Source: an optimization exercise on an open RTL-to-GDS flow (aim: small area and a short achievable clock period). Production flows keep margins and buffers that such runs may drop.
In this exercise RTL edits were held to simulation tests only and were not proved equivalent to the original.
Power figures rest on the tool's default switching activity, not on a simulated workload.

## sfs
module sfs (
    input  wire        clk,
    input  wire        rst,         
    input  wire        clr,         
    input  wire        in_valid,
    input  wire [7:0]  in_data,
    output wire        in_ready,
    output wire        res_valid,
    output wire [1:0]  res_kind,    
    output wire [31:0] res_idx,
    output wire [15:0] res_x,
    output wire [15:0] res_y,
    output wire [15:0] res_z,
    output wire [31:0] res_ax,
    output wire [31:0] res_ay,
    output wire [31:0] res_az,
    output wire [31:0] res_loss,
    input  wire        cfg_we,
    input  wire [2:0]  cfg_addr,
    input  wire [31:0] cfg_wdata,
    output reg  [31:0] cfg_rdata
);
==> flow/config.mk <==
export PLATFORM = sky130hd
export DESIGN_NAME = sfs
export DESIGN_NICKNAME = sfs
export VERILOG_FILES = /design/flow/design.v
export SDC_FILE = /design/flow/constraint.sdc
export NUM_CORES = 4
export LEC_CHECK = 0
export CAP_MARGIN = 20
export CORE_MARGIN = 2
export CORE_UTILIZATION = 40
export CTS_BUF_LIST = sky130_fd_sc_hd__clkbuf_4
export CTS_CLUSTER_SIZE = 16
export SETUP_SLACK_MARGIN = 5
export SLEW_MARGIN = 20
export SYNTH_HIERARCHICAL = 1
export SYNTH_MINIMUM_KEEP_SIZE = 0
==> flow/constraint.sdc <==
create_clock -name core_clock -period 12.0 [get_ports {clk}]
set_input_delay 2.4000 -clock core_clock [delete_from_list [all_inputs] [get_ports {clk}]]
set_output_delay 2.4000 -clock core_clock [all_outputs]
set_load 0.01 [all_outputs]
standard.sh (not shown) runs the stock make flow with config.mk's settings and CLKGATE_MAP_FILE= SYNTH_SCRIPT=/design/flow/synth_recipe.tcl, a recipe that flattens the netlist after the stock synthesis.
==> flow/flow/run.sh <==
#!/bin/bash
# Layout flow: the standard ORFS flow (standard.sh, standard synthesis
# unchanged), with these changes to how the layout is made:
#  - the port buffers that buffer_ports adds are the smallest buffer cell
#    (every input and output still gets its own buffer);
#  - clock tree synthesis inserts no dummy loads.
# make's full output goes to standard.log in the folder this runs in; ORFS
# writes each step's own log under orfs/logs.
set -euo pipefail
bash standard.sh \
    "BUFFER_PORTS_ARGS=-buffer_cell sky130_fd_sc_hd__buf_1" \
    SETUP_SLACK_MARGIN=6.3 \
    "CTS_ARGS=-sink_clustering_enable -repair_clock_nets -dont_use_dummy_load -sink_clustering_size 16 -buf_list sky130_fd_sc_hd__clkbuf_4" \
    finish > standard.log 2>&1
Edit:
--- a/flow/flow/run.sh
+++ b/flow/flow/run.sh
@@ -10,5 +10,5 @@
 bash standard.sh \
     "BUFFER_PORTS_ARGS=-buffer_cell sky130_fd_sc_hd__buf_1" \
-    SETUP_SLACK_MARGIN=6.3 \
+    SETUP_SLACK_MARGIN=6 \
     "CTS_ARGS=-sink_clustering_enable -repair_clock_nets -dont_use_dummy_load -sink_clustering_size 16 -buf_list sky130_fd_sc_hd__clkbuf_4" \
     finish > standard.log 2>&1
CORE_UTILIZATION = 72   (was 40)
PLACE_DENSITY = 0.8   (was not set)
Combinational power shrinks by a little under a tenth; synthesized area does not change; hold slack degrades by 0.018 ns; sequential share of layout area grows by 3.2 points; final cell count shrinks by roughly a tenth; wire length shrinks by roughly a tenth.
Edit:
CORE_UTILIZATION = 40   (was 72)
PLACE_DENSITY = not set   (was 0.8)
Outcome:
- utilization went down by 35 points
- global-route usage went down by 13 points
- setup slack loses 0.047 ns
- power goes up by 1.8%
- first-iteration DRC count went down by about 35%
- count of clock-buffer cells in the layout increases by 9
- synthesized cell count stays the same
- register-to-register slack is better by 0.09 ns
- critical path depth went down by 1
- wire length rises by about 7%
- cell area rose by 3.0%

---

sfs, a different RTL version from the one above (not shown whole).
For scale: roughly 1800 cells after synthesis, about 290 I/O pins.
==> flow/config.mk <==
export PLATFORM = sky130hd
export DESIGN_NAME = sfs
export DESIGN_NICKNAME = sfs
export VERILOG_FILES = /design/flow/design.v
export SDC_FILE = /design/flow/constraint.sdc
export NUM_CORES = 4
export LEC_CHECK = 0
export CAP_MARGIN = 10
export CORE_MARGIN = 2
export CORE_UTILIZATION = 65
export CTS_BUF_LIST = sky130_fd_sc_hd__clkbuf_16
export CTS_CLUSTER_DIAMETER = 100
export CTS_CLUSTER_SIZE = 26
export PLACE_DENSITY = 0.75
export SETUP_SLACK_MARGIN = 5
export SLEW_MARGIN = 10
export SYNTH_HIERARCHICAL = 1
export SYNTH_MINIMUM_KEEP_SIZE = 0
==> flow/constraint.sdc <==
create_clock -name core_clock -period 12.0 [get_ports {clk}]
set_input_delay 2.4000 -clock core_clock [delete_from_list [all_inputs] [get_ports {clk}]]
set_output_delay 2.4000 -clock core_clock [all_outputs]
set_load 0.01 [all_outputs]
==> flow/flow/run.sh <==
#!/bin/bash
# Layout flow: the standard ORFS flow (standard.sh, standard synthesis
# unchanged), with these changes to how the layout is made:
#  - the port buffers that buffer_ports adds are the smallest buffer cell
#    (every input and output still gets its own buffer);
#  - clock tree synthesis inserts no dummy loads.
# make's full output goes to standard.log in the folder this runs in; ORFS
# writes each step's own log under orfs/logs.
set -euo pipefail
bash standard.sh \
    "BUFFER_PORTS_ARGS=-buffer_cell sky130_fd_sc_hd__buf_1" \
    SETUP_SLACK_MARGIN=6 \
    "CTS_ARGS=-sink_clustering_enable -repair_clock_nets -dont_use_dummy_load -sink_clustering_size 26 -sink_clustering_max_diameter 100 -buf_list sky130_fd_sc_hd__clkbuf_16" \
    finish > standard.log 2>&1
The baseline ran to the end with no violations.
Rerun with:
--- a/flow/flow/run.sh
+++ b/flow/flow/run.sh
@@ -12,3 +12,3 @@
     SETUP_SLACK_MARGIN=6 \
-    "CTS_ARGS=-sink_clustering_enable -repair_clock_nets -dont_use_dummy_load -sink_clustering_size 26 -sink_clustering_max_diameter 100 -buf_list sky130_fd_sc_hd__clkbuf_16" \
+    "CTS_ARGS=-sink_clustering_enable -repair_clock_nets -dont_use_dummy_load -sink_clustering_size 14 -sink_clustering_max_diameter 70 -buf_list sky130_fd_sc_hd__clkbuf_8" \
     finish > standard.log 2>&1
Settings changed: CTS_BUF_LIST sky130_fd_sc_hd__clkbuf_16 to sky130_fd_sc_hd__clkbuf_8, CTS_CLUSTER_DIAMETER 100 to 70, CTS_CLUSTER_SIZE 26 to 14.
Result: Final area barely changes. Non-clock buffer count falls by 2. Flip-flop and latch count stays the same.

## re-timing with driven ports
How much do the figures lean on ideal ports? The routed layouts below were timed once more, with nothing changed but the port constraints. Step 1: set_driving_cell puts a clkbuf_16 on clk and a buf_2 on each other input, an assumption about the parent block. Step 2 adds t to the input delays and takes it off the output delays; t is the mean of the earliest and latest rising clock arrival at the registers after step 1. Input paths then give back, and output paths get back, about the clock's delay inside the block. a / b / c = ideal ports / drivers / drivers and shift; a / b = the first two.
run | shift t [ns] | slack for setup (ns) | hold WS [ns] | worst register clock-pin slew, ns
the first run of note 1 | 0.832 | 6.006 / 5.964 / 5.964 | 0.409 / 0.409 / 0.409 | 0.07 / 0.07
the second run of note 1 | 0.743 | 5.993 / 5.967 / 5.967 | 0.391 / 0.391 / 0.391 | 0.08 / 0.08
the third run of note 1 | 0.819 | 5.946 / 5.924 / 5.924 | 0.429 / 0.429 / 0.429 | 0.07 / 0.07
the first run of note 2 | 0.563 | 6.023 / 5.998 / 5.998 | 0.448 / 0.448 / 0.448 | 0.10 / 0.10
the second run of note 2 | 0.556 | 6.003 / 5.981 / 5.981 | 0.425 / 0.425 / 0.425 | 0.10 / 0.10
After both steps setup and hold are still met in every run listed. The setup slack of the first run of note 1, which loses most, moves by -0.042 ns with the drivers and by -0.042 ns with both steps.
